Background: an optimization exercise with open tools, aiming at small area, a short achievable clock period and few clock cycles per item. Do not read the settings as production practice.
Only simulation tests tie the RTL to the original design; equivalence was not proved.
No activity file was given, so power comes from the tool's default toggle rates.

==> design.v <==
module pma_engine (
    input  wire        clk,
    input  wire        rst,
    input  wire        cmd_valid,
    output wire        cmd_ready,
    input  wire [31:0] cmd_word,
    input  wire [7:0]  cmd_len,
    input  wire        in_valid,
    output wire        in_ready,
    input  wire [7:0]  in_data,
    output wire        out_valid,
    input  wire        out_ready,
    output wire [7:0]  out_data,
    output wire        res_valid,
    input  wire        res_ready,
    output wire [3:0]  res_status,
    output wire [31:0] res_value
);
    localparam [7:0] SOP = 8'h7E, EOP = 8'h7F, ESC = 8'h7D;
    localparam [3:0] K_STUFF = 4'd1, K_UNSTUFF = 4'd2, K_CSUM = 4'd3,
                     K_VERIFY = 4'd4, K_WRAP = 4'd5, K_UNWRAP = 4'd6,
                     K_SEAL = 4'd7, K_PUSH = 4'd8, K_POP = 4'd9,
                     K_CLOSE = 4'd10, K_STAT = 4'd11, K_ILL = 4'd12,
                     K_LEN = 4'd13;
    localparam [3:0] ST_OK = 4'h0, ST_FRAMING = 4'h1, ST_ESC_END = 4'h2,
                     ST_INV_ESC = 4'h3, ST_CSUM = 4'h4, ST_ILLEGAL = 4'h5,
                     ST_LENGTH = 4'h6, ST_FULL = 4'h7, ST_EMPTY = 4'h8,
                     ST_OVERFLOW = 4'h9;
    localparam [1:0] M_PLAIN = 2'd0, M_STUFF = 2'd1, M_WRAP = 2'd2, M_SEAL = 2'd3;
    localparam [1:0] S_NONE = 2'd0, S_SLOT = 2'd1, S_JOB = 2'd2;
    localparam RQD = 8;      
    localparam RQW = 3;
    function is_res(input [7:0] b);
        is_res = (b == SOP) || (b == EOP) || (b == ESC);
    endfunction
    wire [7:0] d_op  = cmd_word[7:0];
    wire [7:0] d_imm = cmd_word[15:8];
    wire [7:0] d_ch  = cmd_word[23:16];
    wire [7:0] d_rsv = cmd_word[31:24];
    wire d_codec = (d_op >= 8'h01) && (d_op <= 8'h07);
    wire d_rsm   = (d_op >= 8'h10) && (d_op <= 8'h13);
    wire d_ill   = (d_rsv != 8'd0) || !(d_codec || d_rsm) ||
                   (d_codec && ((d_imm != 8'd0) || (d_ch != 8'd0))) ||
                   (d_rsm && ((d_ch >= 8'd4) || (cmd_len != 8'd0) ||
                              ((d_op != 8'h10) && (d_imm != 8'd0))));
    reg [3:0] d_k;
    reg [7:0] d_x;
    always @(*) begin
        if (d_ill) begin
            d_k = K_ILL; d_x = cmd_len;
        end else if (d_codec && (cmd_len > 8'd16)) begin
            d_k = K_LEN; d_x = cmd_len;
        end else if (d_codec) begin
            d_k = d_op[3:0]; d_x = cmd_len;
        end else begin
            d_k = {2'b10, d_op[1:0]}; d_x = d_imm;
        end
    end
    wire d_stf  = (d_k == K_STUFF) || (d_k == K_WRAP) || (d_k == K_SEAL);
    wire d_unst = (d_k == K_UNSTUFF) || (d_k == K_UNWRAP);
    wire [21:0] c_in = {d_k == K_PUSH, d_k[3:2] == 2'b10, d_stf, d_unst,
                        d_k, d_ch[1:0], d_x, d_x == 8'd0, d_x == 8'd1,
                        d_x == SOP, d_x == EOP};
    reg [21:0] cq0, cq1;
    reg [1:0]  ccnt;
    reg        c_rdy;
    wire       c_push = cmd_valid & c_rdy;
    wire       c_pop;
    always @(posedge clk) begin
        if (rst) begin
            ccnt  <= 2'd0;
            c_rdy <= 1'b1;
        end else begin
            ccnt  <= ccnt + {1'b0, c_push} - {1'b0, c_pop};
            c_rdy <= !((ccnt == 2'd2 && !c_pop) || (ccnt == 2'd1 && c_push && !c_pop));
            if ((ccnt == 2'd0 && c_push) || (ccnt == 2'd1 && c_push && c_pop))
                cq0 <= c_in;
            else if (ccnt == 2'd2 && c_pop)
                cq0 <= cq1;
            if (ccnt == 2'd1 && c_push && !c_pop)
                cq1 <= c_in;
        end
    end
    assign cmd_ready = c_rdy;
    wire [11:0] b_in = {in_data, in_data == SOP, in_data == EOP, in_data == ESC,
                        (in_data == 8'h5E) || (in_data == 8'h5F) || (in_data == 8'h5D)};
    reg [11:0] bq0, bq1;
    reg [1:0]  bcnt;
    reg        b_rdy;
    wire       b_push = in_valid & b_rdy;
    wire       b_pop;
    always @(posedge clk) begin
        if (rst) begin
            bcnt  <= 2'd0;
            b_rdy <= 1'b1;
        end else begin
            bcnt  <= bcnt + {1'b0, b_push} - {1'b0, b_pop};
            b_rdy <= !((bcnt == 2'd2 && !b_pop) || (bcnt == 2'd1 && b_push && !b_pop));
            if ((bcnt == 2'd0 && b_push) || (bcnt == 2'd1 && b_push && b_pop))
                bq0 <= b_in;
            else if (bcnt == 2'd2 && b_pop)
                bq0 <= bq1;
            if (bcnt == 2'd1 && b_push && !b_pop)
                bq1 <= b_in;
        end
    end
    assign in_ready = b_rdy;
    reg [7:0] jb  [0:1][0:15];           
    reg [4:0] j_len  [0:1];
    reg [1:0] j_mode [0:1];
    reg [7:0] j_ck   [0:1];
    reg [1:0] busy;                      
    reg [1:0] j_done;                    
    reg        ch_acc  [0:3];
    reg [4:0]  ch_alen [0:3];
    reg [1:0]  ch_qcnt [0:3];
    reg        ch_head [0:3];
    reg [3:0]  s_len   [0:7];            
    reg [7:0]  pinned;                   
    reg        w_en;
    reg [2:0]  w_slot;
    reg [3:0]  w_idx;
    reg [7:0]  w_dat;
    reg [RQW:0] occ;
    reg         occ_full;
    wire        x1_rec;                  
    wire        rq_pop;
    wire       hv  = (ccnt != 2'd0);
    wire [3:0] hk  = cq0[17:14];
    wire [1:0] hc  = cq0[13:12];
    wire [7:0] hx  = cq0[11:4];
    wire       hx0 = cq0[3];
    wire       hx1 = cq0[2];
    wire       hxs = cq0[1];
    wire       hxe = cq0[0];
    wire       bv    = (bcnt != 2'd0);
    wire [7:0] bd    = bq0[11:4];
    wire       b_sop = bq0[3];
    wire       b_eop = bq0[2];
    wire       b_esc = bq0[1];
    wire       b_code = bq0[0];
    wire       b_res = b_sop | b_eop | b_esc;
    wire h_rsm  = cq0[20];
    wire h_stf  = cq0[19];
    wire h_unst = cq0[18];
    wire h_push = cq0[21];
    wire h_buf  = h_stf || h_unst;
    reg       walk;      
    reg [4:0] en;        
    reg [7:0] rem;       
    reg       rem1;      
    reg [7:0] sum;
    reg [5:0] ol;        
    reg       esc, ierr, fbad;
    reg [3:0] epos;
    reg       ex_st;     
    reg       ex_b;      
    reg       jw_en, jw_b, jd_set, jd_z;
    reg [3:0] jw_idx;
    reg [7:0] jw_dat;
    reg [4:0] en_d;      
    wire r0 = walk ? 1'b0 : hx0;
    wire r1 = walk ? rem1 : hx1;
    wire buf_free = !(busy[0] & busy[1]);
    wire nb = busy[0];                   
    wire cb = ex_st ? ex_b : nb;         
    wire go       = !h_buf || ex_st || (buf_free && (!h_stf || !occ_full));
    wire j_ok     = hv && !h_rsm && go;
    wire take     = j_ok && bv && !r0 && (h_stf || !r1 || !occ_full);
    wire fin_ct   = j_ok && h_stf && (r0 || (bv && r1));
    wire fin_job  = j_ok && !h_stf && !occ_full && (r0 || (bv && r1));
    wire push_ct  = j_ok && h_stf && !ex_st;
    wire alloc    = j_ok && h_buf && !ex_st;
    wire ct_alloc = !((hk == K_STUFF) && hx0);
    wire       c_acc  = ch_acc[hc];
    wire [4:0] c_alen = ch_alen[hc];
    wire [1:0] c_qcnt = ch_qcnt[hc];
    wire       c_head = ch_head[hc];
    wire       c_as   = c_head ^ c_qcnt[0];       
    wire       c_full = c_qcnt[1];
    wire       c_emp  = (c_qcnt == 2'd0);
    wire [3:0] cp;                       
    genvar gc;
    generate
        for (gc = 0; gc < 4; gc = gc + 1) begin : CPIN
            assign cp[gc] = (ch_head[gc] ^ ch_qcnt[gc][0]) ? pinned[2*gc+1] : pinned[2*gc];
        end
    endgenerate
    wire       stall_pin = h_push && cp[hc];
    wire       fin_rsm = hv && h_rsm && !occ_full && !stall_pin;
    assign c_pop  = fin_job || fin_rsm || fin_ct;
    assign b_pop  = take;
    assign x1_rec = fin_job || fin_rsm || push_ct;
    reg [7:0] n_sum;
    reg [5:0] n_ol;
    reg       n_esc, n_ierr, n_fbad;
    reg [3:0] n_epos;
    reg       wr_en;
    reg [3:0] wr_idx;
    reg [7:0] wr_dat;
    reg       body;
    wire [7:0] c_sum  = walk ? sum : 8'd0;
    wire [5:0] c_ol   = walk ? ol : 6'd0;
    wire       c_esc  = walk & esc;
    wire       c_ierr = walk & ierr;
    wire       c_fbad = walk & fbad;
    always @(*) begin
        n_sum = c_sum; n_ol = c_ol; n_esc = c_esc; n_ierr = c_ierr; n_fbad = c_fbad; n_epos = epos;
        wr_en = 1'b0; wr_idx = en[3:0]; wr_dat = bd;
        body = (hk == K_UNSTUFF) || (walk && !r1);
        if (h_stf) begin
            n_sum = c_sum + bd;
            n_ol  = c_ol + (b_res ? 6'd2 : 6'd1);
            wr_en = 1'b1;
        end else if (h_unst) begin
            if (hk == K_UNWRAP) begin
                if (!walk && !b_sop) n_fbad = 1'b1;
                if (r1 && !b_eop)    n_fbad = 1'b1;
            end
            wr_idx = c_ol[3:0];
            wr_dat = {bd[7:6], bd[5] ^ c_esc, bd[4:0]};
            if (body && !c_ierr) begin
                if (c_esc) begin
                    n_esc = 1'b0;
                    if (b_code) begin
                        wr_en = 1'b1;
                        n_ol  = c_ol + 6'd1;
                        n_sum = c_sum + {bd[7:6], ~bd[5], bd[4:0]};
                    end else begin
                        n_ierr = 1'b1;
                        n_epos = en[3:0] - 4'd1;
                    end
                end else if (b_esc) begin
                    n_esc = 1'b1;
                end else begin
                    wr_en = 1'b1;
                    n_ol  = c_ol + 6'd1;
                    n_sum = c_sum + bd;
                end
            end
        end else begin
            n_sum = c_sum + bd;
        end
        if (!take) begin
            n_sum = c_sum; n_ol = c_ol; n_esc = c_esc; n_ierr = c_ierr; n_fbad = c_fbad; n_epos = epos;
            wr_en = 1'b0;
        end
    end
    wire [7:0] rem_cur = walk ? rem : hx;
    reg        x2_v;
    reg        x2_job;       
    reg [3:0]  x2_st;
    reg [7:0]  x2_val;       
    reg        x2_stat;
    reg [1:0]  x2_src;
    reg [2:0]  x2_sid;
    reg [3:0]  x2_k;
    reg [5:0]  x2_ol;
    reg        x2_esc, x2_ierr, x2_fbad, x2_lt2;
    reg [3:0]  x2_epos, x2_pos;
    reg        x2_b;
    reg [3:0] p_st;
    reg [7:0] p_v;
    reg       p_stat;
    reg [1:0] p_src;
    reg [2:0] p_sid;
    always @(*) begin
        p_st = ST_OK; p_v = 8'd0; p_stat = 1'b0; p_src = S_NONE; p_sid = {2'b00, cb};
        case (hk)
        K_PUSH: begin
            if (c_full)
                p_st = ST_FULL;
            else if (c_acc && c_alen[4])
                p_st = ST_OVERFLOW;
            else if (c_acc && hxe)
                p_v = 8'd1;
        end
        K_POP: begin
            if (c_emp) begin
                p_st = ST_EMPTY;
            end else begin
                p_v   = {4'd0, s_len[{hc, c_head}]};
                p_src = S_SLOT;
                p_sid = {hc, c_head};
            end
        end
        K_STAT: begin
            p_stat = 1'b1;
            p_v    = {c_alen, c_qcnt, c_acc};
        end
        default: begin       
            if (h_stf && ct_alloc) p_src = S_JOB;
        end
        endcase
    end
    reg [3:0] f_st;
    reg [7:0] f_v;
    reg       f_stat;
    reg [1:0] f_src;
    reg [2:0] f_sid;
    wire [7:0] x2_ck = 8'd0 - x2_val;
    always @(*) begin
        f_st = x2_st; f_v = x2_val; f_stat = x2_stat; f_src = x2_src; f_sid = x2_sid;
        if (x2_job) begin
            f_st = ST_OK; f_v = 8'd0; f_stat = 1'b0; f_src = S_NONE; f_sid = {2'b00, x2_b};
            case (x2_k)
            K_CSUM: f_v = x2_ck;
            K_VERIFY: begin
                f_v = x2_ck;
                if (x2_val != 8'd0) f_st = ST_CSUM;
            end
            K_UNSTUFF: begin
                if (x2_ierr) begin
                    f_st = ST_INV_ESC; f_v = {4'd0, x2_epos};
                end else if (x2_esc) begin
                    f_st = ST_ESC_END; f_v = {4'd0, x2_pos};
                end else if (x2_ol != 6'd0) begin
                    f_src = S_JOB;
                end
            end
            K_UNWRAP: begin
                if (x2_lt2 || x2_fbad) begin
                    f_st = ST_FRAMING;
                end else if (x2_ierr) begin
                    f_st = ST_INV_ESC; f_v = {4'd0, x2_epos};
                end else if (x2_esc) begin
                    f_st = ST_ESC_END; f_v = {4'd0, x2_pos - 4'd1};
                end else if (x2_val != 8'd0) begin
                    f_st = ST_CSUM; f_v = x2_ck;
                end else if (x2_ol != 6'd0) begin
                    f_src = S_JOB;
                end
            end
            K_ILL: f_st = ST_ILLEGAL;
            default: f_st = ST_LENGTH;
            endcase
        end
    end
    reg [13:0] rq_e [0:RQD-1];
    wire [13:0] f_enc = (f_src == S_JOB)  ? {2'd2, 11'd0, f_sid[0]} :
                        (f_src == S_SLOT) ? {2'd3, 5'd0, f_sid, f_v[3:0]} :
                        f_stat            ? {2'd1, 4'd0, f_v} : {2'd0, f_st, f_v};
    reg [RQW-1:0] rq_wr, rq_rd;
    reg [RQW:0]   rq_cnt;
    reg           rq_ne;
    wire [RQW:0]  rq_cnt_a = rq_cnt + {{RQW{1'b0}}, x2_v};
    wire [RQW:0]  occ_a    = occ + {{RQW{1'b0}}, x1_rec};
    wire       e_rel;                     
    wire       e_fr;                      
    reg  [1:0] e_src;
    reg  [2:0] e_sid;
    wire       x2_rel = x2_v && x2_job && (x2_k == K_UNSTUFF || x2_k == K_UNWRAP) &&
                        (f_src == S_NONE);
    integer i, j;
    always @(posedge clk) begin
        if (rst) begin
            walk <= 1'b0; en <= 5'd0;
            ex_st <= 1'b0; ex_b <= 1'b0;
            jw_en <= 1'b0; jd_set <= 1'b0; en_d <= 5'd0;
            busy <= 2'b00; j_done <= 2'b00; pinned <= 8'd0;
            w_en <= 1'b0;
            x2_v <= 1'b0;
            occ <= {(RQW+1){1'b0}}; occ_full <= 1'b0;
            rq_wr <= {RQW{1'b0}}; rq_rd <= {RQW{1'b0}}; rq_cnt <= {(RQW+1){1'b0}};
            rq_ne <= 1'b0;
            for (i = 0; i < 4; i = i + 1) begin
                ch_acc[i] <= 1'b0; ch_alen[i] <= 5'd0;
                ch_qcnt[i] <= 2'd0; ch_head[i] <= 1'b0;
            end
        end else begin
            if (fin_job || fin_ct) begin
                walk <= 1'b0; en <= 5'd0;
            end else if (take) begin
                walk <= 1'b1; en <= en + 5'd1;
            end
            if (take) begin
                rem  <= rem_cur - 8'd1;
                rem1 <= (rem_cur == 8'd2);
                sum <= n_sum; ol <= n_ol;
                esc <= n_esc; ierr <= n_ierr; fbad <= n_fbad; epos <= n_epos;
            end
            jw_en  <= wr_en;
            jw_b   <= cb;
            jw_idx <= wr_idx;
            jw_dat <= wr_dat;
            if (jw_en)
                jb[jw_b][jw_idx] <= jw_dat;
            en_d <= en;
            jd_set <= (fin_ct || fin_job) && h_buf;
            jd_z   <= !(walk || take);
            if (jd_set) begin
                j_done[jw_b] <= 1'b1;
                j_ck[jw_b]   <= jd_z ? 8'd0 : 8'd0 - sum;
            end
            if (alloc) begin
                ex_b <= nb;
                j_done[nb] <= 1'b0;
                j_mode[nb] <= (hk == K_STUFF) ? M_STUFF : (hk == K_WRAP) ? M_WRAP :
                              (hk == K_SEAL) ? M_SEAL : M_PLAIN;
                j_len[nb]  <= hx[4:0];
            end
            if (fin_ct || fin_job)
                ex_st <= 1'b0;
            else if (alloc)
                ex_st <= 1'b1;
            if ((fin_ct || fin_job) && h_unst)
                j_len[cb] <= n_ol[4:0];
            for (j = 0; j < 2; j = j + 1) begin
                if (alloc && nb == j && !(h_stf && !ct_alloc))
                    busy[j] <= 1'b1;
                else if ((e_fr && e_src == S_JOB && e_sid[0] == j) ||
                         (x2_rel && x2_b == j) ||
                         (alloc && nb == j))
                    busy[j] <= 1'b0;
            end
            w_en <= 1'b0;
            if (fin_rsm) begin
                case (hk)
                K_PUSH: begin
                    if (!c_full) begin
                        if (!c_acc) begin
                            if (hxs) begin
                                ch_acc[hc]  <= 1'b1;
                                ch_alen[hc] <= 5'd1;
                            end
                        end else if (c_alen[4]) begin
                            ch_acc[hc]  <= 1'b0;
                            ch_alen[hc] <= 5'd0;
                        end else if (hxe) begin
                            s_len[{hc, c_as}] <= c_alen[3:0] - 4'd1;
                            ch_qcnt[hc] <= c_qcnt + 2'd1;
                            ch_acc[hc]  <= 1'b0;
                            ch_alen[hc] <= 5'd0;
                        end else begin
                            ch_alen[hc] <= c_alen + 5'd1;
                            w_en <= (c_alen[3:0] != 4'd15);
                        end
                    end
                end
                K_POP: begin
                    if (!c_emp) begin
                        ch_head[hc] <= ~c_head;
                        ch_qcnt[hc] <= c_qcnt - 2'd1;
                    end
                end
                K_CLOSE: begin
                    ch_acc[hc]  <= 1'b0;
                    ch_alen[hc] <= 5'd0;
                    ch_qcnt[hc] <= 2'd0;
                end
                default: ;
                endcase
            end
            w_slot <= {hc, c_as};
            w_idx  <= c_alen[3:0] - 4'd1;
            w_dat  <= hx;
            for (j = 0; j < 8; j = j + 1)
                if ((fin_rsm && p_src == S_SLOT && p_sid == j) ||
                    (e_fr && e_src == S_SLOT && e_sid == j))
                    pinned[j] <= fin_rsm && p_src == S_SLOT && p_sid == j;
            x2_v <= x1_rec;
            begin
                x2_job  <= !h_rsm && !h_stf;
                x2_st   <= p_st;
                x2_val  <= h_rsm ? p_v : n_sum;
                x2_stat <= p_stat;
                x2_src  <= p_src;
                x2_sid  <= p_sid;
                x2_k    <= hk;
                x2_ol   <= n_ol;
                x2_esc  <= n_esc;
                x2_ierr <= n_ierr;
                x2_fbad <= n_fbad;
                x2_lt2  <= !walk;
                x2_epos <= n_epos;
                x2_pos  <= en[3:0];
                x2_b    <= cb;
            end
            if (x2_v) begin
                rq_e[rq_wr] <= f_enc;
                rq_wr <= rq_wr + 1'b1;
            end
            if (rq_pop)
                rq_rd <= rq_rd + 1'b1;
            rq_cnt <= rq_pop ? rq_cnt_a - 1'b1 : rq_cnt_a;
            rq_ne  <= rq_pop ? (rq_cnt_a > 1) : (rq_cnt_a != 0);
            occ <= rq_pop ? occ_a - 1'b1 : occ_a;
            occ_full <= !rq_pop && ((occ == RQD) || ((occ == RQD - 1) && x1_rec));
        end
    end
    localparam [2:0] PH_INIT = 3'd0, PH_SOP = 3'd1, PH_BODY = 3'd2, PH_BESC = 3'd3,
                     PH_CK = 3'd4, PH_CESC = 3'd5, PH_EOP = 3'd6, PH_DONE = 3'd7;
    reg       e_v;
    reg [3:0] e_st;
    reg [7:0] e_val;
    reg       e_stat;
    reg       e_sop, e_stf, e_ckp;
    reg [4:0] e_blen;
    reg [2:0] ph;
    reg [5:0] e_cnt;
    reg       e_nd;      
    reg       e_pd;      
    reg       e_frd;     
    reg [4:0] rp;
    reg [3:0] rp0, rp1, rp2, rp3, rpj;   
    reg [7:0] rbs, rbj;                  
    reg       rb_v;
    reg [8:0]  ob0, ob1;
    reg [1:0]  ocnt;
    reg        ob_sp;
    reg [19:0] rr0, rr1;
    reg [1:0]  rcnt;
    reg        rr_sp;
    reg        need_rec;     
    reg        o_valid;
    reg        r_valid;
    wire       e_slot = (e_src == S_SLOT);
    wire       e_jid  = e_sid[0];
    wire       e_data = (e_src != S_NONE);
    wire [7:0] e_ck   = j_ck[e_jid];
    wire       e_jd   = j_done[e_jid];
    wire [2:0] eph = (ph == PH_INIT) ? (e_sop ? PH_SOP : PH_BODY) : ph;
    wire       e_last = (rp == e_blen);
    wire [2:0] after_body = e_ckp ? PH_CK : (e_sop ? PH_EOP : PH_DONE);
    wire       ck_res = is_res(e_ck);
    wire [7:0] rb     = e_slot ? rbs : rbj;
    wire       rb_res = is_res(rb);
    reg [7:0] g_byte;
    reg [2:0] g_ph;
    reg       g_inc;
    reg       g_wait;
    always @(*) begin
        g_byte = 8'd0; g_ph = eph; g_inc = 1'b0; g_wait = 1'b0;
        case (eph)
        PH_SOP: begin
            g_byte = SOP;
            g_ph   = (e_blen == 5'd0) ? (e_ckp ? PH_CK : PH_EOP) : PH_BODY;
        end
        PH_BODY: begin
            g_wait = !rb_v;
            if (e_stf && rb_res) begin
                g_byte = ESC; g_ph = PH_BESC;
            end else begin
                g_byte = rb; g_inc = 1'b1;
                g_ph = e_last ? after_body : PH_BODY;
            end
        end
        PH_BESC: begin
            g_byte = rb ^ 8'h20; g_inc = 1'b1;
            g_ph = e_last ? after_body : PH_BODY;
        end
        PH_CK: begin
            g_wait = !e_jd;
            if (ck_res) begin
                g_byte = ESC; g_ph = PH_CESC;
            end else begin
                g_byte = e_ck; g_ph = PH_EOP;
            end
        end
        PH_CESC: begin
            g_byte = e_ck ^ 8'h20; g_ph = PH_EOP;
        end
        PH_EOP: begin
            g_byte = EOP; g_ph = PH_DONE;
        end
        default: g_wait = 1'b1;
        endcase
    end
    wire e_emit = e_v && e_data && !g_wait && ob_sp;
    assign e_fr = e_emit && (g_ph == PH_EOP || g_ph == PH_DONE) && !e_frd;
    assign e_rel = rr_sp && (e_nd || e_pd);
    wire   e_load = (!e_v || e_rel) && rq_ne;
    assign rq_pop = e_load;
    wire [13:0] n_e   = rq_e[rq_rd];
    wire [1:0] n_src  = (n_e[13:12] == 2'd2) ? S_JOB : (n_e[13:12] == 2'd3) ? S_SLOT : S_NONE;
    wire [2:0] n_sid  = (n_e[13:12] == 2'd3) ? n_e[6:4] : {2'b00, n_e[0]};
    wire [7:0] n_val  = (n_e[13:12] == 2'd3) ? {4'd0, n_e[3:0]} : n_e[7:0];
    wire [1:0] n_mode = j_mode[n_sid[0]];
    wire       n_slot = (n_src == S_SLOT);
    wire       n_prime = (n_src == S_JOB) && (j_done[n_sid[0]] || (en_d != 5'd0));
    wire [4:0] avail   = (e_slot || e_jd) ? e_blen : en_d;
    wire       rd_go   = e_v && e_data && (!rb_v || (e_emit && g_inc)) && (rp < avail);
    wire [7:0] s_byte [0:7];
    genvar gs;
    generate
        for (gs = 0; gs < 8; gs = gs + 1) begin : SLOT
            reg [7:0] m [0:13];
            always @(posedge clk)
                if (w_en && w_slot == gs)
                    m[w_idx] <= w_dat;
            assign s_byte[gs] = m[(gs < 2) ? rp0 : (gs < 4) ? rp1 : (gs < 6) ? rp2 : rp3];
        end
    endgenerate
    wire [7:0] rd_sbyte = s_byte[e_sid];
    wire [7:0] rd_jbyte = jb[e_jid][rpj];
    always @(posedge clk) begin
        if (rst) begin
            e_v <= 1'b0; ph <= PH_INIT; e_cnt <= 6'd0;
            e_nd <= 1'b0; e_pd <= 1'b0;
            rb_v <= 1'b0; rp <= 5'd0;
            rp0 <= 4'd0; rp1 <= 4'd0; rp2 <= 4'd0; rp3 <= 4'd0; rpj <= 4'd0;
        end else begin
            if (e_fr)
                e_frd <= 1'b1;
            if (e_emit) begin
                ph <= g_ph;
                e_pd <= (g_ph == PH_DONE);
                e_cnt <= e_cnt + 6'd1;
            end
            if (rd_go) begin
                rbs  <= rd_sbyte;
                rbj  <= rd_jbyte;
                rb_v <= 1'b1;
                rp   <= rp + 5'd1;
                rp0  <= rp0 + 4'd1;
                rp1  <= rp1 + 4'd1;
                rp2  <= rp2 + 4'd1;
                rp3  <= rp3 + 4'd1;
                rpj  <= rpj + 4'd1;
            end else if (e_emit && g_inc) begin
                rb_v <= 1'b0;
            end
            if (e_rel && !e_load) begin
                e_v  <= 1'b0;
                e_nd <= 1'b0;
                e_pd <= 1'b0;
            end
            if (e_load) begin
                e_v    <= 1'b1;
                e_nd   <= (n_src == S_NONE);
                e_pd   <= 1'b0;
                e_frd  <= 1'b0;
                e_st   <= (n_e[13:12] == 2'd0) ? n_e[11:8] : ST_OK;
                e_val  <= n_val;
                e_stat <= (n_e[13:12] == 2'd1);
                e_src  <= n_src;
                e_sid  <= n_sid;
                e_sop  <= n_slot || (n_mode == M_WRAP) || (n_mode == M_SEAL);
                e_stf  <= !n_slot && (n_mode != M_PLAIN);
                e_ckp  <= !n_slot && (n_mode == M_SEAL);
                e_blen <= n_slot ? n_val[4:0] : j_len[n_sid[0]];
                ph     <= PH_INIT;
                e_cnt  <= 6'd0;
                rbj    <= jb[n_sid[0]][0];
                rb_v   <= n_prime;
                rp     <= {4'd0, n_prime};
                rp0    <= {3'd0, n_prime};
                rp1    <= {3'd0, n_prime};
                rp2    <= {3'd0, n_prime};
                rp3    <= {3'd0, n_prime};
                rpj    <= {3'd0, n_prime};
            end
        end
    end
    wire [8:0]  ob_in = {g_ph == PH_DONE, g_byte};
    wire [19:0] rr_in = {e_data, e_st,
                         e_stat ? {5'd0, e_val[2:1] == 2'd2, e_val[2:1] != 2'd0, e_val[0]} :
                         e_data ? {2'b00, e_cnt} : e_val,
                         e_stat ? e_val[2:1] : 2'd0,
                         e_stat ? e_val[7:3] : 5'd0};
    wire o_pop  = o_valid && out_ready;
    wire r_pop  = r_valid && res_ready;
    wire o_push = e_emit;
    wire r_push = e_rel;
    reg [1:0]  ocnt_n, rcnt_n;
    reg [8:0]  ob0_n;
    reg [19:0] rr0_n;
    reg        nr_n;
    always @(*) begin
        ocnt_n = ocnt + {1'b0, o_push} - {1'b0, o_pop};
        rcnt_n = rcnt + {1'b0, r_push} - {1'b0, r_pop};
        ob0_n = ob0;
        if (o_pop)
            ob0_n = (ocnt == 2'd2) ? ob1 : ob_in;
        else if (ocnt == 2'd0)
            ob0_n = ob_in;
        rr0_n = rr0;
        if (r_pop)
            rr0_n = (rcnt == 2'd2) ? rr1 : rr_in;
        else if (rcnt == 2'd0)
            rr0_n = rr_in;
        nr_n = need_rec;
        if (o_pop && ob0[8])
            nr_n = 1'b1;
        else if (r_pop && rr0[19])
            nr_n = 1'b0;
    end
    always @(posedge clk) begin
        if (rst) begin
            ocnt <= 2'd0; rcnt <= 2'd0; ob_sp <= 1'b1; rr_sp <= 1'b1;
            need_rec <= 1'b0; o_valid <= 1'b0; r_valid <= 1'b0;
        end else begin
            ocnt  <= ocnt_n;
            rcnt  <= rcnt_n;
            ob_sp <= (ocnt_n != 2'd2);
            rr_sp <= (rcnt_n != 2'd2);
            ob0   <= ob0_n;
            rr0   <= rr0_n;
            if ((o_push && ocnt == 2'd1 && !o_pop) || (o_push && ocnt == 2'd2 && o_pop))
                ob1 <= ob_in;
            if ((r_push && rcnt == 2'd1 && !r_pop) || (r_push && rcnt == 2'd2 && r_pop))
                rr1 <= rr_in;
            need_rec <= nr_n;
            o_valid <= (ocnt_n != 2'd0) && !nr_n && !((rcnt_n != 2'd0) && !rr0_n[19]);
            r_valid <= (rcnt_n != 2'd0) && (!rr0_n[19] || nr_n);
        end
    end
    assign out_valid  = o_valid;
    assign out_data   = ob0[7:0];
    assign res_valid  = r_valid;
    assign res_status = rr0[18:15];
    assign res_value  = {11'd0, rr0[4:0], 6'd0, rr0[6:5], rr0[14:7]};
endmodule
==> constraint.sdc <==
create_clock -name core_clock -period 10.0 [get_ports {clk}]
set_input_delay 2.0000 -clock core_clock [delete_from_list [all_inputs] [get_ports {clk}]]
set_output_delay 2.0000 -clock core_clock [all_outputs]
set_load 0.01 [all_outputs]
==> config.mk <==
export PLATFORM = sky130hd
export DESIGN_NAME = pma_engine
export DESIGN_NICKNAME = pma_engine
export VERILOG_FILES = /design/flow/design.v
export SDC_FILE = /design/flow/constraint.sdc
export NUM_CORES = 4
export LEC_CHECK = 0
export CAP_MARGIN = 20
export CORE_MARGIN = 2
export CORE_UTILIZATION = 60
export SLEW_MARGIN = 20
==> run.sh <==
#!/bin/bash
# synth_recipe.tcl (not shown) runs the flow's synth.tcl, then flattens the netlist and writes it again
# the make line also repeats each setting of config.mk as NAME=value (left out here)
make -C /OpenROAD-flow-scripts/flow DESIGN_CONFIG=/design/flow/config.mk WORK_HOME=/design/flow/orfs CLKGATE_MAP_FILE= SYNTH_SCRIPT=/design/flow/synth_recipe.tcl finish
==> impl_results.md, run 1 <==
- R2r endpoint: rbs[6]
- Worst path cell trace: clkdlybuf4s50_1 > nor4_1 > nand4_1 > a2111oi_4 > and2_4 > a21oi_1 > nor4_2 > nand2_2 > o31ai_2
- Overall routed net length: 164 mm
- DRT Pass-1 Iters: 7
- Met3 WL: 12.5 mm
- Yosys warnings: 1
- Reg clk slew, reported paths: 0.06 ns
- H-tree depth: 4
- Crit Path Max Fanout: 12
- Post-synthesis mux area share: 14.3%
- Post-synthesis sequential area ratio: 71.5%
- Total global-route track usage: 27.4%
- Port bufs: 84
- I/O pin total: 102
- Period utilization: 41.5%
- Clk sinks: 1734
- DR DRC count: 0
- Proportion of layout cells with a drive suffix above 1: 19.2%
- Overall die height: 349 um
- RSZ-0062 raised after global routing: false
- Max transition margin: 23.0%
- Worst flop-to-flop path startpoint: rp1[0]
- Register bit total from synthesis: 1734
- Post-CTS setup repair buffer count: 0
- Status: complete, no violations
- Initial Util: 60.5%
- Post-CTS sizing: 0
- Fmax: 241 MHz
- Hold Path Origin: cq0[11]
- Cell area after synthesis: 71300 um2
- Uppermost layer routed: met4
- Post-Synth Simple-Gate Area: 6.39%
- Slew @ Worst Pin: 1.15 ns
- Synth unique cells: 87
- Post-route insts no fill: 5963
- Die width: 349 um
- Iter 0 DRT Violations: 4288
- Slowest CP cell: nor4_1
- Leak: 25.4 nW
- Pwr Density: 227 nW/um2
- Worst Path Required: 10.61 ns
- Count leader, synth: edfxtp_1
- Largest net degree at the start of global routing: 108
- Final core occ: 67.4%
- CTS root buf: clkbuf_16
- Synth Area in Adders: 1.00%
- Peak supply drop: 0.200 mV
- Metal-1 WL: 72.8 mm
- GRT overflow: 0
- Layout Skew: 0.0228 ns
- P&R area growth vs syn: 11.4%
- Core outline area: 118000 um2
- Reg2Reg Depth: 8
- Mapped Cells: 4167
- Via Count: 37.6k
- Most used flip-flop cell after synthesis: edfxtp_1
- # placed instances: 5640
- Hold Path End: w_dat[7]
- Routed len/inst: 27.5 um
- Worst skew pair latency: 0.80 ns
- Setup Viol. Count Final: 0
- # rows: 126
- Worst Path Arrival: 4.76 ns
- DIE AREA: 122000 um2
- DP HPWL: 106 mm
- Complex-gate fraction of the synthesized area: 3.55%
- Max-capacitance violation count: 0
- Post-Synth XOR/XNOR Area: 1.15%
- Cts bufs inserted: 171
- Async S/R FF share, synth: 0%
- Routed Antenna Nets: 0
- Number of global-route vias before repair: 36.6k
- R2R Setup Slk: 6.04 ns
- Number of synthesized flops with an enable pin: 1630
- Leading area contributor after synthesis: edfxtp_1
- Final nets: 4389
- Antenna violations before repair: 5
- Main combinational cell family by area after synthesis: multiplexers
- Critical Path Max Stage Delay: 0.55 ns
- Routed vias/inst: 6.30
- Synth cell count leaders: 1630 x edfxtp_1, 408 x nor2_1, 361 x mux4_2
- Crit-path leading delay family: simple AND/OR/NAND/NOR gates
- Clk buf depth: 3
- CTS Hold Bufs: 0
- Fin crit period: 4.15 ns
- Hold violation count in the final report: 0
- Final Max Slew Viols: 0
- RD Place Congestion: 0.888
- Crit. End Element: flop
- Hold crit path type: flop to flop
- Critical path type: input pin to flop
- Hold Path Depth: 0
- Setup TNS: 0 ns
- CP bufs+invs: 1
- Area contributors post-synth: edfxtp_1 69%, mux4_2 11%, dfxtp_1 2.9%
- Wire length on met2: 75.2 mm
- Inserted Diodes: 0
- Share of the synthesized area in the top cell type: 68.6%
- CP startpoint kind: input pin
- Post-Syn Area per Cell: 17.1 um2
- Global-route wire length before repair: 244 mm
- CTS tree: built
## cells by family after synthesis
family | after synthesis
AOI/OAI and AO/OA | 399
other | 1
xor gates and xnor gates | 94
and+or+nand+nor | 1007
muxes | 555
buffers and inverters | 321
adders and majority gates | 56
DFF | 1734
## worst register-to-register path, delay by kind of cell, from the launching register on
| family | cells | cell delay [ns] |
|---|---|---|
| DFF | 1 | 0.72 |
| buffers and inverters | 1 | 0.72 |
| muxes | 2 | 1.15 |
| and+or+nand+nor | 2 | 0.55 |
| AOI/OAI and AO/OA | 3 | 0.51 |
## power by group
group / switching (mW) / internal [mW] / leakage (nW)
combinational: 1.62 / 1.03 / 6.85
sequential: 0.352 / 8.48 / 15.7
clock: 2.70 / 3.87 / 2.82
total: 4.67 / 13.4 / 25.4
## how the worst max path moves through the flow
stage / from / to / slack (ns) / cells after the start
6_report: cmd_word[12] / cq0[1] / 5.85 / 9
5_1_grt: cmd_word[12] / cq0[1] / 5.61 / 9
4_1_cts: cmd_word[12] / cq0[1] / 5.89 / 9
3_5_place_dp: cmd_word[12] / cq0[1] / 5.04 / 9
3_3_place_gp: cmd_word[12] / cq0[1] / 5.08 / 9
2_1_floorplan: rst / ch_alen[0][0] / 4.40 / 5
## routing by layer
layer / global-route usage, % / up-vias
met5: 0 / -
met4: 6.84 / 0
met3: 4.65 / 228
met2: 40.7 / 1511
met1: 42.8 / 19400
li1: - / 16500
## through the flow
step	setup slack, ns	hold slack (ns)	total power, mW	area, um2
3_5_place_dp	5.04	0.447	11.6	73600
3_3_place_gp	5.08	0.432	11.6	73600
5_1_grt	5.61	0.475	18.7	79500
4_1_cts	5.89	0.457	18.1	79400
2_1_floorplan	4.40	0.406	10.6	71400
6_report	5.85	0.447	18.0	79500
## registers in the layout, summed over array words and instances (netlist names), 9 cells and up, named ones only
register and flops:
cq0 22, j_len 10, SLOT.m 896, bq0 12
rr1 20, ob0 9, s_len 32, ch_alen 20
rr0 20, ob1 9, bq1 12, rq_e 112
jb 256, cq1 22, j_ck 16
## cells in the final DEF, fill, tap and decap left out, types with 53 or more instances in the layout
cell	count
nand3_1	54
inv_1	80
mux4_2	361
mux2i_1	94
nor2_1	405
mux2_2	99
a21oi_1	115
edfxtp_1	1630
o21ai_0	105
ha_1	53
nand2_1	273
buf_4	71
clkbuf_16	180
clkdlybuf4s50_1	83
dfxtp_1	91
## final cells by class
cell class / instances / area [um2]
multi-input cells: 2128 / 19000
well taps: 1536 / 1920
repair buffers: 157 / 1410
fillers: 7930 / 38500
clock inverters: 95 / 1000
clock buffers: 225 / 4760
inverters: 88 / 333
flip-flops and latches: 1734 / 51100
Testbench counts, summed over its fixed seeds: cycles 19,320, items 5,121.
==> run 2, diff against run 1 <==
--- a/design.v
+++ b/design.v
@@ -43,24 +43,18 @@
                    (d_codec && ((d_imm != 8'd0) || (d_ch != 8'd0))) ||
                    (d_rsm && ((d_ch >= 8'd4) || (cmd_len != 8'd0) ||
                               ((d_op != 8'h10) && (d_imm != 8'd0))));
-    reg [3:0] d_k;
-    reg [7:0] d_x;
-    always @(*) begin
-        if (d_ill) begin
-            d_k = K_ILL; d_x = cmd_len;
-        end else if (d_codec && (cmd_len > 8'd16)) begin
-            d_k = K_LEN; d_x = cmd_len;
-        end else if (d_codec) begin
-            d_k = d_op[3:0]; d_x = cmd_len;
-        end else begin
-            d_k = {2'b10, d_op[1:0]}; d_x = d_imm;
-        end
-    end
-    wire d_stf  = (d_k == K_STUFF) || (d_k == K_WRAP) || (d_k == K_SEAL);
-    wire d_unst = (d_k == K_UNSTUFF) || (d_k == K_UNWRAP);
-    wire [21:0] c_in = {d_k == K_PUSH, d_k[3:2] == 2'b10, d_stf, d_unst,
-                        d_k, d_ch[1:0], d_x, d_x == 8'd0, d_x == 8'd1,
-                        d_x == SOP, d_x == EOP};
+    wire d_len0  = (cmd_len == 8'd0);
+    wire d_big   = (cmd_len > 8'd16);
+    wire d_okc   = !d_ill && d_codec && !d_big;
+    wire d_okr   = !d_ill && d_rsm;
+    wire [3:0] d_k = d_ill ? K_ILL : d_codec ? (d_big ? K_LEN : d_op[3:0]) :
+                     {2'b10, d_op[1:0]};
+    wire [7:0] d_x = ((d_op == 8'h10) && d_len0) ? d_imm : cmd_len;
+    wire d_stf  = d_okc && ((d_op[2:0] == 3'd1) || (d_op[2:0] == 3'd5) || (d_op[2:0] == 3'd7));
+    wire d_unst = d_okc && ((d_op[2:0] == 3'd2) || (d_op[2:0] == 3'd6));
+    wire [21:0] c_in = {d_okr && (d_op[1:0] == 2'd0), d_okr, d_stf, d_unst,
+                        d_k, d_ch[1:0], d_x, d_len0, cmd_len == 8'd1,
+                        d_imm == SOP, d_imm == EOP};
     reg [21:0] cq0, cq1;
     reg [1:0]  ccnt;
     reg        c_rdy;
@@ -524,7 +518,8 @@
     wire [2:0] after_body = e_ckp ? PH_CK : (e_sop ? PH_EOP : PH_DONE);
     wire       ck_res = is_res(e_ck);
     wire [7:0] rb     = e_slot ? rbs : rbj;
-    wire       rb_res = is_res(rb);
+    reg        rbj_res;                  
+    wire       rb_res = rbj_res;         
     reg [7:0] g_byte;
     reg [2:0] g_ph;
     reg       g_inc;
@@ -577,9 +572,12 @@
     wire [7:0] n_val  = (n_e[13:12] == 2'd3) ? {4'd0, n_e[3:0]} : n_e[7:0];
     wire [1:0] n_mode = j_mode[n_sid[0]];
     wire       n_slot = (n_src == S_SLOT);
+    wire [4:0] n_blen  = n_slot ? n_val[4:0] : j_len[n_sid[0]];
     wire       n_prime = (n_src == S_JOB) && (j_done[n_sid[0]] || (en_d != 5'd0));
-    wire [4:0] avail   = (e_slot || e_jd) ? e_blen : en_d;
-    wire       rd_go   = e_v && e_data && (!rb_v || (e_emit && g_inc)) && (rp < avail);
+    reg        rlt_b, rlt_e;
+    wire       rd_ok   = e_v && e_data && rlt_b && (e_slot || e_jd || rlt_e);
+    wire       rd_go   = rd_ok && (!rb_v || (e_emit && g_inc));
+    wire [4:0] rp_1    = rp + 5'd1;
     wire [7:0] s_byte [0:7];
     genvar gs;
     generate
@@ -597,7 +595,7 @@
         if (rst) begin
             e_v <= 1'b0; ph <= PH_INIT; e_cnt <= 6'd0;
             e_nd <= 1'b0; e_pd <= 1'b0;
-            rb_v <= 1'b0; rp <= 5'd0;
+            rb_v <= 1'b0; rp <= 5'd0; rlt_b <= 1'b0; rlt_e <= 1'b0;
             rp0 <= 4'd0; rp1 <= 4'd0; rp2 <= 4'd0; rp3 <= 4'd0; rpj <= 4'd0;
         end else begin
             if (e_fr)
@@ -607,9 +605,13 @@
                 e_pd <= (g_ph == PH_DONE);
                 e_cnt <= e_cnt + 6'd1;
             end
+            rlt_e <= rd_go ? (rp_1 < en) : (rp < en);
+            if (rd_go)
+                rlt_b <= (rp_1 < e_blen);
             if (rd_go) begin
                 rbs  <= rd_sbyte;
                 rbj  <= rd_jbyte;
+                rbj_res <= is_res(rd_jbyte);
                 rb_v <= 1'b1;
                 rp   <= rp + 5'd1;
                 rp0  <= rp0 + 4'd1;
@@ -638,10 +640,13 @@
                 e_sop  <= n_slot || (n_mode == M_WRAP) || (n_mode == M_SEAL);
                 e_stf  <= !n_slot && (n_mode != M_PLAIN);
                 e_ckp  <= !n_slot && (n_mode == M_SEAL);
-                e_blen <= n_slot ? n_val[4:0] : j_len[n_sid[0]];
+                e_blen <= n_blen;
+                rlt_b  <= ({4'd0, n_prime} < n_blen);
+                rlt_e  <= ({4'd0, n_prime} < en);
                 ph     <= PH_INIT;
                 e_cnt  <= 6'd0;
                 rbj    <= jb[n_sid[0]][0];
+                rbj_res <= is_res(jb[n_sid[0]][0]);
                 rb_v   <= n_prime;
                 rp     <= {4'd0, n_prime};
                 rp0    <= {3'd0, n_prime};
==> run 2 against run 1 <==
Still clean; maximum frequency increased by 1.3%; area after synthesis grew 0.40%; setup slack better by 0.052 ns; first-iteration DRC count is 1.6% lower; combinational power down 22%; cell count down 0.89%; register-to-register slack got worse by 0.05 ns; die area up 0.40%; wire length grew 1.4%; sequential share of layout area barely moved; critical path depth fell by 2; largest power group unchanged; highest routed layer unchanged.
==> impl_results.md, run 2 <==
- Reg with most FFs: SLOT.m (unchanged)
- Worst Path Required: 10.54 ns (was 10.61 ns)
- Largest net degree at the start of global routing: 111 (was 108)
- Register bit total from synthesis: 1737 (was 1734)
- Main combinational cell family by area after synthesis: multiplexers (unchanged)
- Max-capacitance violation count: 0 (unchanged)
- Pre-CTS setup slack: 5.11 ns (was 5.04 ns)
- DR DRC count: 0 (unchanged)
- Most Frequent Cell on Critical Path: buf_4
- Mapped Cells: 4121 (was 4167)
- Die width: 349 um (about the same)
- CTS root buf: clkbuf_16 (unchanged)
- GRT overflow: 0 (unchanged)
- RSZ-0062 raised after global routing: false (unchanged)
- DIE AREA: 122000 um2 (about the same)
- Clk sinks: 1737 (was 1734)
- CP startpoint kind: input pin (unchanged)
- Crit-path leading delay family: buffers and inverters (was simple AND/OR/NAND/NOR gates)
- Status: complete, no violations (unchanged)
- CTS Hold Bufs: 0 (unchanged)
- Commonest non-fill, non-tap cell in the layout: edfxtp_1 (unchanged)
- Routed Antenna Nets: 0 (unchanged)
- Overall die height: 349 um (about the same)
- Routed vias/inst: 6.45 (was 6.30)
- Max transition margin: 26.3% (was 23.0%)
- Number of global-route vias before repair: 38.3k (was 36.6k)
- Worst path cell trace: buf_4 > inv_4 > buf_4 > buf_4 > and2_1 > nand3_1 > mux2_2 (was clkdlybuf4s50_1 > nor4_1 > nand4_1 > a2111oi_4 > and2_4 > a21oi_1 > nor4_2 > nand2_2 > o31ai_2)
- Port bufs: 84 (unchanged)
- Leading area contributor after synthesis: edfxtp_1 (unchanged)
- Inserted Diodes: 0 (unchanged)
- Leak: 25.3 nW (was 25.4 nW)
- DP HPWL: 108 mm (was 106 mm)
- Final Cell Area: 79600 um2 (was 79500 um2)
- Antenna violations before repair: 0 (was 5)
- Setup TNS: 0 ns (unchanged)
- Commonest cells after routing, fill and taps aside: 1631 x edfxtp_1, 361 x nor2_1, 356 x mux4_2, 180 x nand2_1, 179 x clkbuf_16 (was 1630 x edfxtp_1, 405 x nor2_1, 361 x mux4_2, 273 x nand2_1, 180 x clkbuf_16)
- Most used flip-flop cell after synthesis: edfxtp_1 (unchanged)
- CP bufs+invs: 4 (was 1)
- RD Place Congestion: 0.929 (was 0.888)
- Routed len/inst: 28.1 um (was 27.5 um)
- Worst skew pair latency: 0.80 ns (about the same)
- # rows: 126 (unchanged)
- Initial Util: 60.6% (was 60.5%)
- Post-route insts no fill: 5910 (was 5963)
- DP Area: 73900 um2 (was 73600 um2)
- Synth Area in Adders: 1.14% (was 1.00%)
- Number of flip-flops in the largest register: 896 (unchanged)
- Post-Syn Area per Cell: 17.4 um2 (was 17.1 um2)
- H-tree depth: 4 (unchanged)
- Cell area after synthesis: 71600 um2 (was 71300 um2)
- Proportion of layout cells with a drive suffix above 1: 18.8% (was 19.2%)
- Post-CTS setup repair buffer count: 0 (unchanged)
- DRT Pass-1 Iters: 6 (was 7)
- Post-synthesis sequential area ratio: 71.4% (was 71.5%)
- Yosys warnings: 1 (unchanged)
- Cts bufs inserted: 175 (was 171)
- Reg clk slew, reported paths: 0.06 ns (about the same)
- CTS tree: built (unchanged)
- Register Area: 51100 um2 (about the same)
- Pwr Density: 217 nW/um2 (was 227 nW/um2)
- Overall routed net length: 166 mm (was 164 mm)
- Hold crit path type: flop to flop (unchanged)
- Post-synthesis mux area share: 14.4% (was 14.3%)
- Async S/R FF share, synth: 0% (unchanged)
- Layout Skew: 0.0199 ns (was 0.0228 ns)
- Final worst slack: 5.90 ns (was 5.85 ns)
- Critical path type: input pin to flop (unchanged)
- Worst Path Arrival: 4.63 ns (was 4.76 ns)
- Total global-route track usage: 27.6% (was 27.4%)
- Regs by FF count: SLOT.m (896), jb (256), rq_e (112) (unchanged)
- Global-route wire length before repair: 247 mm (was 244 mm)
- Peak supply drop: 0.174 mV (was 0.200 mV)
- Iter 0 DRT Violations: 4220 (was 4288)
- # placed instances: 5589 (was 5640)
- Period utilization: 41.0% (was 41.5%)
- Slowest CP cell: buf_4 (was nor4_1)
- Core outline area: 118000 um2 (about the same)
- Final nets: 4348 (was 4389)
- Final Max Slew Viols: 0 (unchanged)
- Post-CTS sizing: 0 (unchanged)
- Via Count: 38.1k (was 37.6k)
- Complex-gate fraction of the synthesized area: 4.08% (was 3.55%)
- Fmax: 244 MHz (was 241 MHz)
- Crit Path Max Fanout: 44 (was 12)
- I/O pin total: 102 (unchanged)
- Filler cells: 7750 (was 7930)
- P&R area growth vs syn: 11.1% (was 11.4%)
- Slew @ Worst Pin: 1.08 ns (was 1.15 ns)
- Post-Synth XOR/XNOR Area: 1.14% (was 1.15%)
- Count leader, synth: edfxtp_1 (unchanged)
- Post-Synth Simple-Gate Area: 5.88% (was 6.39%)
- Synth cell count leaders: 1631 x edfxtp_1, 365 x nor2_1, 356 x mux4_2 (was 1630 x edfxtp_1, 408 x nor2_1, 361 x mux4_2)
- Area of the multi-input gates: 19200 um2 (was 19000 um2)
- Min Hold Slack: 0.465 ns (was 0.447 ns)
- Crit. End Element: flop (unchanged)
- Fin crit period: 4.10 ns (was 4.15 ns)
- Synth unique cells: 91 (was 87)
- Hold violation count in the final report: 0 (unchanged)
- Area contributors post-synth: edfxtp_1 68%, mux4_2 11%, dfxtp_1 3.0% (was edfxtp_1 69%, mux4_2 11%, dfxtp_1 2.9%)
- Share of the synthesized area in the top cell type: 68.4% (was 68.6%)
- Clk buf depth: 3 (unchanged)
- Setup Viol. Count Final: 0 (unchanged)
- Number of synthesized flops with an enable pin: 1631 (was 1630)
- Critical Path Max Stage Delay: 0.57 ns (was 0.55 ns)
[run 2: per-layer routing]
layer | track usage [%] | wire (um)
met1 | 38.5 | 68000
met2 | 45.0 | 82000
met3 | 4.16 | 10800
met4 | 9.55 | 5380
met5 | 0 | 0
[run 2: path summary, 6_finish.rpt]
check	cells past startpoint	slack, ns	endpoint	from
setup reg to reg	6	5.99	ch_alen[1][3]	cq0[12]
hold reg to reg	0	0.46	rr1[16]	e_st[1]
setup / recovery	7	5.90	j_len[1][1]	rst
hold / removal	0	0.46	rr1[16]	e_st[1]
[run 2: per-stage QoR]
| step | power, mW | utilization [%] |
|---|---|---|
| 6_report | 17.3 | 67.3 |
| 4_1_cts | 17.4 | 67.3 |
| 2_1_floorplan | 10.2 | - |
| 3_5_place_dp | 11.0 | 62.5 |
| 5_1_grt | 17.8 | 67.3 |
| 3_3_place_gp | 10.9 | 62.5 |
[run 2: logic make-up after synthesis]
group                    Yosys count
flip-flops                      1737
XOR/XNOR                          93
AND/OR/NAND/NOR                  897
other                              1
AO/OA/AOI/OAI                    436
multiplexers                     563
buffers and inverters            330
adder cells (fa/ha/maj)           64
[run 2: where the power goes]
| group | switching (mW) | internal [mW] | total, mW |
|---|---|---|---|
| Sequential | 0.312 | 8.48 | 8.79 |
| Combinational | 1.34 | 0.719 | 2.06 |
| Clock | 2.72 | 3.70 | 6.41 |
[run 2: layout make-up]
type | count | area share (%)
Inverter | 97 | 0.461
Tap cell | 1536 | 2.42
Multi-Input combinational cell | 2070 | 24.1
Clock buffer | 221 | 5.87
Sequential cell | 1737 | 64.3
Timing Repair Buffer | 149 | 1.68
Clock inverter | 100 | 1.20
Testbench counts of run 2, summed over its fixed seeds: cycles 19,320, items 5,121.
==> run 3, diff against run 2 <==
--- a/design.v
+++ b/design.v
@@ -67,14 +67,16 @@
         end else begin
             ccnt  <= ccnt + {1'b0, c_push} - {1'b0, c_pop};
             c_rdy <= !((ccnt == 2'd2 && !c_pop) || (ccnt == 2'd1 && c_push && !c_pop));
-            if ((ccnt == 2'd0 && c_push) || (ccnt == 2'd1 && c_push && c_pop))
-                cq0 <= c_in;
-            else if (ccnt == 2'd2 && c_pop)
-                cq0 <= cq1;
-            if (ccnt == 2'd1 && c_push && !c_pop)
-                cq1 <= c_in;
         end
     end
+    always @(posedge clk) begin
+        if ((ccnt == 2'd0 && c_push) || (ccnt == 2'd1 && c_push && c_pop))
+            cq0 <= c_in;
+        else if (ccnt == 2'd2 && c_pop)
+            cq0 <= cq1;
+        if (ccnt == 2'd1 && c_push && !c_pop)
+            cq1 <= c_in;
+    end
     assign cmd_ready = c_rdy;
     wire [11:0] b_in = {in_data, in_data == SOP, in_data == EOP, in_data == ESC,
                         (in_data == 8'h5E) || (in_data == 8'h5F) || (in_data == 8'h5D)};
@@ -90,14 +92,16 @@
         end else begin
             bcnt  <= bcnt + {1'b0, b_push} - {1'b0, b_pop};
             b_rdy <= !((bcnt == 2'd2 && !b_pop) || (bcnt == 2'd1 && b_push && !b_pop));
-            if ((bcnt == 2'd0 && b_push) || (bcnt == 2'd1 && b_push && b_pop))
-                bq0 <= b_in;
-            else if (bcnt == 2'd2 && b_pop)
-                bq0 <= bq1;
-            if (bcnt == 2'd1 && b_push && !b_pop)
-                bq1 <= b_in;
         end
     end
+    always @(posedge clk) begin
+        if ((bcnt == 2'd0 && b_push) || (bcnt == 2'd1 && b_push && b_pop))
+            bq0 <= b_in;
+        else if (bcnt == 2'd2 && b_pop)
+            bq0 <= bq1;
+        if (bcnt == 2'd1 && b_push && !b_pop)
+            bq1 <= b_in;
+    end
     assign in_ready = b_rdy;
     reg [7:0] jb  [0:1][0:15];           
     reg [4:0] j_len  [0:1];
@@ -349,7 +353,7 @@
     always @(posedge clk) begin
         if (rst) begin
             walk <= 1'b0; en <= 5'd0;
-            ex_st <= 1'b0; ex_b <= 1'b0;
+            ex_st <= 1'b0;
             jw_en <= 1'b0; jd_set <= 1'b0; en_d <= 5'd0;
             busy <= 2'b00; j_done <= 2'b00; pinned <= 8'd0;
             w_en <= 1'b0;
@@ -367,38 +371,17 @@
             end else if (take) begin
                 walk <= 1'b1; en <= en + 5'd1;
             end
-            if (take) begin
-                rem  <= rem_cur - 8'd1;
-                rem1 <= (rem_cur == 8'd2);
-                sum <= n_sum; ol <= n_ol;
-                esc <= n_esc; ierr <= n_ierr; fbad <= n_fbad; epos <= n_epos;
-            end
             jw_en  <= wr_en;
-            jw_b   <= cb;
-            jw_idx <= wr_idx;
-            jw_dat <= wr_dat;
-            if (jw_en)
-                jb[jw_b][jw_idx] <= jw_dat;
             en_d <= en;
             jd_set <= (fin_ct || fin_job) && h_buf;
-            jd_z   <= !(walk || take);
-            if (jd_set) begin
+            if (jd_set)
                 j_done[jw_b] <= 1'b1;
-                j_ck[jw_b]   <= jd_z ? 8'd0 : 8'd0 - sum;
-            end
-            if (alloc) begin
-                ex_b <= nb;
+            if (alloc)
                 j_done[nb] <= 1'b0;
-                j_mode[nb] <= (hk == K_STUFF) ? M_STUFF : (hk == K_WRAP) ? M_WRAP :
-                              (hk == K_SEAL) ? M_SEAL : M_PLAIN;
-                j_len[nb]  <= hx[4:0];
-            end
             if (fin_ct || fin_job)
                 ex_st <= 1'b0;
             else if (alloc)
                 ex_st <= 1'b1;
-            if ((fin_ct || fin_job) && h_unst)
-                j_len[cb] <= n_ol[4:0];
             for (j = 0; j < 2; j = j + 1) begin
                 if (alloc && nb == j && !(h_stf && !ct_alloc))
                     busy[j] <= 1'b1;
@@ -421,7 +404,6 @@
                             ch_acc[hc]  <= 1'b0;
                             ch_alen[hc] <= 5'd0;
                         end else if (hxe) begin
-                            s_len[{hc, c_as}] <= c_alen[3:0] - 4'd1;
                             ch_qcnt[hc] <= c_qcnt + 2'd1;
                             ch_acc[hc]  <= 1'b0;
                             ch_alen[hc] <= 5'd0;
@@ -445,35 +427,13 @@
                 default: ;
                 endcase
             end
-            w_slot <= {hc, c_as};
-            w_idx  <= c_alen[3:0] - 4'd1;
-            w_dat  <= hx;
             for (j = 0; j < 8; j = j + 1)
                 if ((fin_rsm && p_src == S_SLOT && p_sid == j) ||
                     (e_fr && e_src == S_SLOT && e_sid == j))
                     pinned[j] <= fin_rsm && p_src == S_SLOT && p_sid == j;
             x2_v <= x1_rec;
-            begin
-                x2_job  <= !h_rsm && !h_stf;
-                x2_st   <= p_st;
-                x2_val  <= h_rsm ? p_v : n_sum;
-                x2_stat <= p_stat;
-                x2_src  <= p_src;
-                x2_sid  <= p_sid;
-                x2_k    <= hk;
-                x2_ol   <= n_ol;
-                x2_esc  <= n_esc;
-                x2_ierr <= n_ierr;
-                x2_fbad <= n_fbad;
-                x2_lt2  <= !walk;
-                x2_epos <= n_epos;
-                x2_pos  <= en[3:0];
-                x2_b    <= cb;
-            end
-            if (x2_v) begin
-                rq_e[rq_wr] <= f_enc;
+            if (x2_v)
                 rq_wr <= rq_wr + 1'b1;
-            end
             if (rq_pop)
                 rq_rd <= rq_rd + 1'b1;
             rq_cnt <= rq_pop ? rq_cnt_a - 1'b1 : rq_cnt_a;
@@ -482,6 +442,52 @@
             occ_full <= !rq_pop && ((occ == RQD) || ((occ == RQD - 1) && x1_rec));
         end
     end
+    always @(posedge clk) begin
+        if (take) begin
+            rem  <= rem_cur - 8'd1;
+            rem1 <= (rem_cur == 8'd2);
+            sum <= n_sum; ol <= n_ol;
+            esc <= n_esc; ierr <= n_ierr; fbad <= n_fbad; epos <= n_epos;
+        end
+        jw_b   <= cb;
+        jw_idx <= wr_idx;
+        jw_dat <= wr_dat;
+        if (jw_en)
+            jb[jw_b][jw_idx] <= jw_dat;
+        jd_z   <= !(walk || take);
+        if (jd_set)
+            j_ck[jw_b] <= jd_z ? 8'd0 : 8'd0 - sum;
+        if (alloc) begin
+            ex_b <= nb;
+            j_mode[nb] <= (hk == K_STUFF) ? M_STUFF : (hk == K_WRAP) ? M_WRAP :
+                          (hk == K_SEAL) ? M_SEAL : M_PLAIN;
+            j_len[nb]  <= hx[4:0];
+        end
+        if ((fin_ct || fin_job) && h_unst)
+            j_len[cb] <= n_ol[4:0];
+        if (fin_rsm && h_push && !c_full && c_acc && !c_alen[4] && hxe)
+            s_len[{hc, c_as}] <= c_alen[3:0] - 4'd1;
+        w_slot <= {hc, c_as};
+        w_idx  <= c_alen[3:0] - 4'd1;
+        w_dat  <= hx;
+        x2_job  <= !h_rsm && !h_stf;
+        x2_st   <= p_st;
+        x2_val  <= h_rsm ? p_v : n_sum;
+        x2_stat <= p_stat;
+        x2_src  <= p_src;
+        x2_sid  <= p_sid;
+        x2_k    <= hk;
+        x2_ol   <= n_ol;
+        x2_esc  <= n_esc;
+        x2_ierr <= n_ierr;
+        x2_fbad <= n_fbad;
+        x2_lt2  <= !walk;
+        x2_epos <= n_epos;
+        x2_pos  <= en[3:0];
+        x2_b    <= cb;
+        if (x2_v)
+            rq_e[rq_wr] <= f_enc;
+    end
     localparam [2:0] PH_INIT = 3'd0, PH_SOP = 3'd1, PH_BODY = 3'd2, PH_BESC = 3'd3,
                      PH_CK = 3'd4, PH_CESC = 3'd5, PH_EOP = 3'd6, PH_DONE = 3'd7;
     reg       e_v;
@@ -609,9 +615,6 @@
             if (rd_go)
                 rlt_b <= (rp_1 < e_blen);
             if (rd_go) begin
-                rbs  <= rd_sbyte;
-                rbj  <= rd_jbyte;
-                rbj_res <= is_res(rd_jbyte);
                 rb_v <= 1'b1;
                 rp   <= rp + 5'd1;
                 rp0  <= rp0 + 4'd1;
@@ -632,21 +635,10 @@
                 e_nd   <= (n_src == S_NONE);
                 e_pd   <= 1'b0;
                 e_frd  <= 1'b0;
-                e_st   <= (n_e[13:12] == 2'd0) ? n_e[11:8] : ST_OK;
-                e_val  <= n_val;
-                e_stat <= (n_e[13:12] == 2'd1);
-                e_src  <= n_src;
-                e_sid  <= n_sid;
-                e_sop  <= n_slot || (n_mode == M_WRAP) || (n_mode == M_SEAL);
-                e_stf  <= !n_slot && (n_mode != M_PLAIN);
-                e_ckp  <= !n_slot && (n_mode == M_SEAL);
-                e_blen <= n_blen;
                 rlt_b  <= ({4'd0, n_prime} < n_blen);
                 rlt_e  <= ({4'd0, n_prime} < en);
                 ph     <= PH_INIT;
                 e_cnt  <= 6'd0;
-                rbj    <= jb[n_sid[0]][0];
-                rbj_res <= is_res(jb[n_sid[0]][0]);
                 rb_v   <= n_prime;
                 rp     <= {4'd0, n_prime};
                 rp0    <= {3'd0, n_prime};
@@ -657,6 +649,26 @@
             end
         end
     end
+    always @(posedge clk) begin
+        if (e_load) begin
+            e_st   <= (n_e[13:12] == 2'd0) ? n_e[11:8] : ST_OK;
+            e_val  <= n_val;
+            e_stat <= (n_e[13:12] == 2'd1);
+            e_src  <= n_src;
+            e_sid  <= n_sid;
+            e_sop  <= n_slot || (n_mode == M_WRAP) || (n_mode == M_SEAL);
+            e_stf  <= !n_slot && (n_mode != M_PLAIN);
+            e_ckp  <= !n_slot && (n_mode == M_SEAL);
+            e_blen <= n_blen;
+            rbj    <= jb[n_sid[0]][0];
+            rbj_res <= is_res(jb[n_sid[0]][0]);
+        end else if (rd_go) begin
+            rbj    <= rd_jbyte;
+            rbj_res <= is_res(rd_jbyte);
+        end
+        if (rd_go)
+            rbs <= rd_sbyte;
+    end
     wire [8:0]  ob_in = {g_ph == PH_DONE, g_byte};
     wire [19:0] rr_in = {e_data, e_st,
                          e_stat ? {5'd0, e_val[2:1] == 2'd2, e_val[2:1] != 2'd0, e_val[0]} :
@@ -699,17 +711,19 @@
             rcnt  <= rcnt_n;
             ob_sp <= (ocnt_n != 2'd2);
             rr_sp <= (rcnt_n != 2'd2);
-            ob0   <= ob0_n;
-            rr0   <= rr0_n;
-            if ((o_push && ocnt == 2'd1 && !o_pop) || (o_push && ocnt == 2'd2 && o_pop))
-                ob1 <= ob_in;
-            if ((r_push && rcnt == 2'd1 && !r_pop) || (r_push && rcnt == 2'd2 && r_pop))
-                rr1 <= rr_in;
             need_rec <= nr_n;
             o_valid <= (ocnt_n != 2'd0) && !nr_n && !((rcnt_n != 2'd0) && !rr0_n[19]);
             r_valid <= (rcnt_n != 2'd0) && (!rr0_n[19] || nr_n);
         end
     end
+    always @(posedge clk) begin
+        ob0 <= ob0_n;
+        rr0 <= rr0_n;
+        if ((o_push && ocnt == 2'd1 && !o_pop) || (o_push && ocnt == 2'd2 && o_pop))
+            ob1 <= ob_in;
+        if ((r_push && rcnt == 2'd1 && !r_pop) || (r_push && rcnt == 2'd2 && r_pop))
+            rr1 <= rr_in;
+    end
     assign out_valid  = o_valid;
     assign out_data   = ob0[7:0];
     assign res_valid  = r_valid;
==> run 3 against run 2 <==
Flip-flop and latch count is the same; clock-buffer cell count is 22 higher; register-to-register slack worse by 0.16 ns; largest power group unchanged; highest routed layer is now met5.
==> impl_results.md, run 3 <==
- Post-CTS setup repair buffer count: 0 (unchanged)
- Worst Setup EP: cq0[16] (was j_len[1][1])
- Sequential share of power: 51.5% (was 50.9%)
- Slew @ Worst Pin: 1.15 ns (was 1.08 ns)
- P&R area growth vs syn: 10.9% (was 11.1%)
- Via Count: 37.6k (was 38.1k)
- Layout Skew: 0.0208 ns (was 0.0199 ns)
- Area contributors post-synth: edfxtp_1 66%, mux4_2 11%, dfxtp_1 4.9% (was edfxtp_1 68%, mux4_2 11%, dfxtp_1 3.0%)
- Reg clk slew, reported paths: 0.06 ns (about the same)
- Reg with most FFs: SLOT.m (unchanged)
- DRT Pass-1 Iters: 5 (was 6)
- I/O pin total: 102 (unchanged)
- Total internal power: 13.9 mW (was 12.9 mW)
- R2r endpoint: rbs[6] (was ch_alen[1][3])
- Critical Path Max Stage Delay: 0.73 ns (was 0.57 ns)
- # placed instances: 5721 (was 5589)
- Critical path depth: 8 (was 7)
- Number of global-route vias before repair: 37.4k (was 38.3k)
- Final worst slack: 5.75 ns (was 5.90 ns)
- Core outline area: 118000 um2 (about the same)
- Final Max Slew Viols: 0 (unchanged)
- Leak: 25.2 nW (was 25.3 nW)
- Pwr Density: 247 nW/um2 (was 217 nW/um2)
- Max-capacitance violation count: 0 (unchanged)
- Final core occ: 66.8% (was 67.3%)
- Regs by FF count: SLOT.m (896), jb (256), rq_e (112) (unchanged)
- Synth unique cells: 87 (was 91)
- Slowest CP cell: nor3_1 (was buf_4)
- Hold crit path type: flop to flop (unchanged)
- Sw Pwr: 5.48 mW (was 4.36 mW)
- Proportion of layout cells with a drive suffix above 1: 17.7% (was 18.8%)
- Post-Syn Area per Cell: 16.6 um2 (was 17.4 um2)
- Synth cell count leaders: 1562 x edfxtp_1, 427 x nor2_1, 337 x mux4_2 (was 1631 x edfxtp_1, 365 x nor2_1, 356 x mux4_2)
- # rows: 126 (unchanged)
- Crit path launch: cmd_word[29] (was rst)
- Crit Path Max Fanout: 4 (was 44)
- Routed Antenna Nets: 0 (unchanged)
- Number of flip-flops in the largest register: 896 (unchanged)
- Overall routed net length: 165 mm (was 166 mm)
- Clk buf depth: 3 (unchanged)
- Fin crit period: 4.25 ns (was 4.10 ns)
- Post-synthesis sequential area ratio: 71.0% (was 71.4%)
- Leading area contributor after synthesis: edfxtp_1 (unchanged)
- Post-CTS sizing: 0 (unchanged)
- Setup TNS: 0 ns (unchanged)
- Filler cells: 8024 (was 7750)
- Fmax: 235 MHz (was 244 MHz)
- CP bufs+invs: 1 (was 4)
- Final nets: 4477 (was 4348)
- Number of synthesized flops with an enable pin: 1562 (was 1631)
- Crit-path leading delay family: simple AND/OR/NAND/NOR gates (was buffers and inverters)
- Status: complete, no violations (unchanged)
- Pre-CTS setup slack: 4.97 ns (was 5.11 ns)
- Yosys warnings: 1 (unchanged)
- Share of the synthesized area in the top cell type: 66.1% (was 68.4%)
- Commonest non-fill, non-tap cell in the layout: edfxtp_1 (unchanged)
- Total global-route track usage: 27.8% (was 27.6%)
- H-tree depth: 4 (unchanged)
- Clock share of power: 32.6% (was 37.2%)
- Worst skew pair latency: 0.79 ns (was 0.80 ns)
- Async S/R FF share, synth: 0% (unchanged)
- Routed vias/inst: 6.22 (was 6.45)
- Period utilization: 42.5% (was 41.0%)
- Logic pwr share: 15.9% (was 11.9%)
- DP HPWL: 107 mm (was 108 mm)
- Initial Util: 60.3% (was 60.6%)
- Largest net degree at the start of global routing: 91 (was 111)
- Clk sinks: 1737 (unchanged)
- Worst Path Arrival: 4.79 ns (was 4.63 ns)
- Max transition margin: 22.7% (was 26.3%)
- Global-route wire length before repair: 246 mm (was 247 mm)
run 3: worst min path at each step:
stage	start	slack (ns)	endpoint
finish	cq0[11]	0.41	w_dat[7]
CTS	cq0[11]	0.42	w_dat[7]
global route	cq0[11]	0.44	w_dat[7]
floorplan	en[2]	0.33	x2_pos[2]
global placement	cq0[11]	0.40	w_dat[7]
detailed placement	cq0[11]	0.40	w_dat[7]
run 3: cell families after synthesis:
family                   count (synthesis)  synth area share [%]
multiplexers                           554                  14.0
XOR/XNOR                                92                  1.13
adder cells (fa/ha/maj)                 66                  1.18
AO/OA/AOI/OAI                          439                  3.84
flip-flops                            1737                  71.0
buffers and inverters                  332                  2.14
AND/OR/NAND/NOR                       1044                  6.70
other                                    1               0.00528
run 3: routing by layer:
| layer | vias up | wire length, um | global-route usage (%) |
|---|---|---|---|
| li1 | 16700 | - | - |
| met1 | 19400 | 68300 | 38.6 |
| met2 | 1162 | 82600 | 45.8 |
| met3 | 268 | 9040 | 3.86 |
| met4 | 4 | 5440 | 9.80 |
| met5 | - | 27 | 0 |
run 3: final cells by class:
cell class | instances | area [um2] | area share (%)
repair buffers | 141 | 1270 | 1.62
diodes | 1 | 2.50 | 0.00318
clock buffers | 243 | 4860 | 6.18
clock inverters | 70 | 641 | 0.814
well taps | 1536 | 1920 | 2.44
inverters | 95 | 357 | 0.453
flip-flops and latches | 1737 | 50500 | 64.1
multi-input cells | 2212 | 19200 | 24.4
run 3: through the flow:
| step | hold slack (ns) | area, um2 | total power [mW] |
|---|---|---|---|
| floorplan | 0.329 | 71100 | 11.8 |
| global placement | 0.402 | 73200 | 13.2 |
| detailed placement | 0.397 | 73200 | 13.2 |
| CTS | 0.416 | 78700 | 19.5 |
| global route | 0.435 | 78700 | 20.1 |
| finish | 0.413 | 78700 | 19.4 |
run 3: power by group through the flow:
stage	clock network [mW]	logic (mW)	registers (mW)
after floorplan	0	1.88	9.93
after global placement	0	3.03	10.1
after detailed placement	0	3.09	10.2
after CTS	6.42	3.10	10.0
after global routing	6.69	3.35	10.1
final	6.33	3.08	10.0
Testbench counts of run 3, summed over its fixed seeds: cycles 19,320, items 5,121.
